This is an optimization exercise on Yosys and OpenROAD, whose aim is small area, not a production implementation. At most, simulation tests tie the RTL to the original design; equivalence was not proved. Power and IR drop assume default switching activity.

run D:
## ppc
module ppc (
    input  wire        clk,
    input  wire        rst,
    input  wire        bus_sel,
    input  wire        bus_write,
    input  wire [11:0] bus_addr,
    input  wire [31:0] bus_wdata,
    output reg  [31:0] bus_rdata,
    output wire        bus_ready,
    output wire        irq
);
For scale: roughly 82 I/O pins.
Settings: LEC_CHECK=0, CAP_MARGIN=20, CORE_MARGIN=2, CORE_UTILIZATION=40, PLACE_DENSITY=0.6, SLEW_MARGIN=20; clock period 18.0 ns.
run.sh (not shown) runs the stock make flow with config.mk's settings and CLKGATE_MAP_FILE= SYNTH_SCRIPT=/design/flow/synth_recipe.tcl, a recipe that flattens the netlist after the stock synthesis.
diff inputs: run D => run C
-- flow/design.v --
<<< run D, line 17
    reg         wsel;
    reg  [11:0] w, h;
    reg  [15:0] stages;           
    reg  [3:0]  stage_cnt;
>>> run C, line 17
    reg         wsel;
    reg  [11:0] w, h;
    reg         nz;               
    reg  [15:0] stages;           
    reg  [3:0]  stage_cnt;
<<< run D, line 35
    reg         clr;              
    assign irq = |(irq_status & irq_en);
    wire [6:0] cx1    = cx + 6'd1;
    wire       lastx  = ({5'd0, cx1} == w);
    wire       lasty  = ({6'd0, cy} == h - 12'd1);
    wire       in_img = ({6'd0, cy} < h);
    wire       p_wrap = (p == NP - 1);
    wire [9:0]  word   = bus_addr[11:2];
>>> run C, line 36
    reg         clr;              
    assign irq = |(irq_status & irq_en);
    wire [5:0] w6 = w[5:0], h6 = h[5:0];
    wire [5:0] cx1    = cx + 6'd1;
    wire [5:0] cy1    = cy + 6'd1;
    wire       lastx  = (cx1 == w6);
    wire       lasty  = (cy1 == h6);
    wire       in_img = (cy < h6);
    wire       p_wrap = (p == NP - 1);
    wire [9:0]  word   = bus_addr[11:2];
<<< run D, line 45
    wire [7:0]  op     = bus_wdata[31:24];
    wire [23:0] opnd   = bus_wdata[23:0];
    wire h_in    = (pix_xy[15:6] == 10'd0) && (pix_xy[31:22] == 10'd0) &&
                   ({6'd0, pix_xy[5:0]} < w) && ({6'd0, pix_xy[21:16]} < h);
    wire h_match = (cx == pix_xy[5:0]) && (cy == pix_xy[21:16]);
    reg        c_illegal;
>>> run C, line 48
    wire [7:0]  op     = bus_wdata[31:24];
    wire [23:0] opnd   = bus_wdata[23:0];
    wire h_in    = nz && (pix_xy[15:6] == 10'd0) && (pix_xy[31:22] == 10'd0) &&
                   (pix_xy[5:0] < w6) && (pix_xy[21:16] < h6);
    wire h_match = (cx == pix_xy[5:0]) && (cy == pix_xy[21:16]);
    reg        c_illegal;
<<< run D, line 162
    wire [15:0] gsum = h0e[7:0] * 8'd77 + h0e[15:8] * 8'd150 + h0e[23:16] * 8'd29;
    wire [7:0]  g_v  = gsum[15:8];
    wire w1 = (w == 12'd1), h1 = (h == 12'd1);
    wire tiny = (w1 && h[11:3] == 9'd0 && h[2:0] <= 3'd4) ||
                (h1 && w[11:3] == 9'd0 && w[2:0] <= 3'd4) ||
                (w == 12'd2 && h == 12'd2);
    wire [1:0] tiny_last = w1 ? h[1:0] - 2'd1 : h1 ? w[1:0] - 2'd1 : 2'd3;
    wire cap      = tbusy && !started && in_img;       
    wire pass_end = tbusy && started && at_t;
>>> run C, line 165
    wire [15:0] gsum = h0e[7:0] * 8'd77 + h0e[15:8] * 8'd150 + h0e[23:16] * 8'd29;
    wire [7:0]  g_v  = gsum[15:8];
    wire w1 = (w6 == 6'd1), h1 = (h6 == 6'd1);
    wire tiny = (w1 && h6[5:3] == 3'd0 && h6[2:0] <= 3'd4) ||
                (h1 && w6[5:3] == 3'd0 && w6[2:0] <= 3'd4) ||
                (w6 == 6'd2 && h6 == 6'd2);
    wire [1:0] tiny_last = w1 ? h6[1:0] - 2'd1 : h1 ? w6[1:0] - 2'd1 : 2'd3;
    wire cap      = tbusy && !started && in_img;       
    wire pass_end = tbusy && started && at_t;
<<< run D, line 174
    wire b_end    = bg && (btwo ? (bc == 7'd71) : (bc == 7'd35));
    wire g_done   = vbusy && (tiny ? (vc == tiny_last) : b_end);
    wire nz_img     = (w != 12'd0) && (h != 12'd0);
    wire eng_run    = (phase == PH_RUN);
    wire eng_finish = eng_run && (stage_ptr == stage_cnt);
>>> run C, line 177
    wire b_end    = bg && (btwo ? (bc == 7'd71) : (bc == 7'd35));
    wire g_done   = vbusy && (tiny ? (vc == tiny_last) : b_end);
    wire nz_img     = nz;
    wire eng_run    = (phase == PH_RUN);
    wire eng_finish = eng_run && (stage_ptr == stage_cnt);
<<< run D, line 218
            w          <= 12'd0;
            h          <= 12'd0;
            stage_cnt  <= 4'd0;
            stage_ptr  <= 4'd0;
>>> run C, line 221
            w          <= 12'd0;
            h          <= 12'd0;
            nz         <= 1'b0;
            stage_cnt  <= 4'd0;
            stage_ptr  <= 4'd0;
<<< run D, line 244
                if (lastx) begin
                    cx <= 6'd0;
                    cy <= cy + 6'd1;
                end else
                    cx <= cx1[5:0];
            end
            if (do_init)
>>> run C, line 248
                if (lastx) begin
                    cx <= 6'd0;
                    cy <= cy1;
                end else
                    cx <= cx1;
            end
            if (do_init)
<<< run D, line 310
                w         <= opnd[11:0];
                h         <= opnd[23:12];
                wsel      <= 1'b0;
                stage_cnt <= 4'd0;
>>> run C, line 314
                w         <= opnd[11:0];
                h         <= opnd[23:12];
                nz        <= (iw != 12'd0) && (ih != 12'd0);
                wsel      <= 1'b0;
                stage_cnt <= 4'd0;
<<< run D, line 355
        end
    end
    wire [7:0] stg_i = word[7:0] - 8'h40;
    always @* begin
        bus_rdata = 32'd0;
>>> run C, line 360
        end
    end
    always @* begin
        bus_rdata = 32'd0;
<<< run D, line 370
            10'h00A: bus_rdata = 32'h0000_2408;
            default:
                if (word >= 10'h040 && word <= 10'h13E && {4'd0, stg_i[3:0]} < {4'd0, stage_cnt} && stg_i[7:4] == 4'd0)
                    bus_rdata = {30'd0, stages[{stg_i[2:0], 1'b0} +: 2]};
        endcase
    end
>>> run C, line 374
            10'h00A: bus_rdata = 32'h0000_2408;
            default:
                if (word[9:3] == 7'h08 && {1'b0, word[2:0]} < stage_cnt)
                    bus_rdata = {30'd0, stages[{word[2:0], 1'b0} +: 2]};
        endcase
    end
### Flow results
Via count: run C vs run D — no meaningful difference
Compared with run D, in run C internal power did not really move; number of gates on the worst path with buffers counted dropped 3; non-clock buffer count shows a reduction of 5; number of cells traversed by the worst register-to-register path went up.
No functional check of the RTL was part of run D.

[afterwards: timing with drivers on the ports]
The results above use ideal ports. As a check the final layouts listed here were re-extracted and re-timed, cells and wires unchanged.
Step 1, drivers: a clkbuf_16 drives clk and a buf_2 each remaining input, both assumed.
Step 2 moves the port delays by t, midway between the first and last clock arrival at a register: inputs arrive t later, outputs are due t later. That takes back most of the time a late clock gives input paths.
a / b / c = ideal ports / drivers / drivers and shift; a / b = the first two.
| run | t, ns | setup WS [ns] | worst slew at a driven data input, ns |
|---|---|---|---|
| run D | 0.799 | 6.099 / 6.072 / 6.072 | 0.07 |
| run C | 0.798 | 6.282 / 6.239 / 6.239 | 0.09 |
After both steps setup and hold are still met in every run listed. The setup slack of run C, which loses most, moves by -0.043 ns with the drivers and by -0.043 ns with both steps.
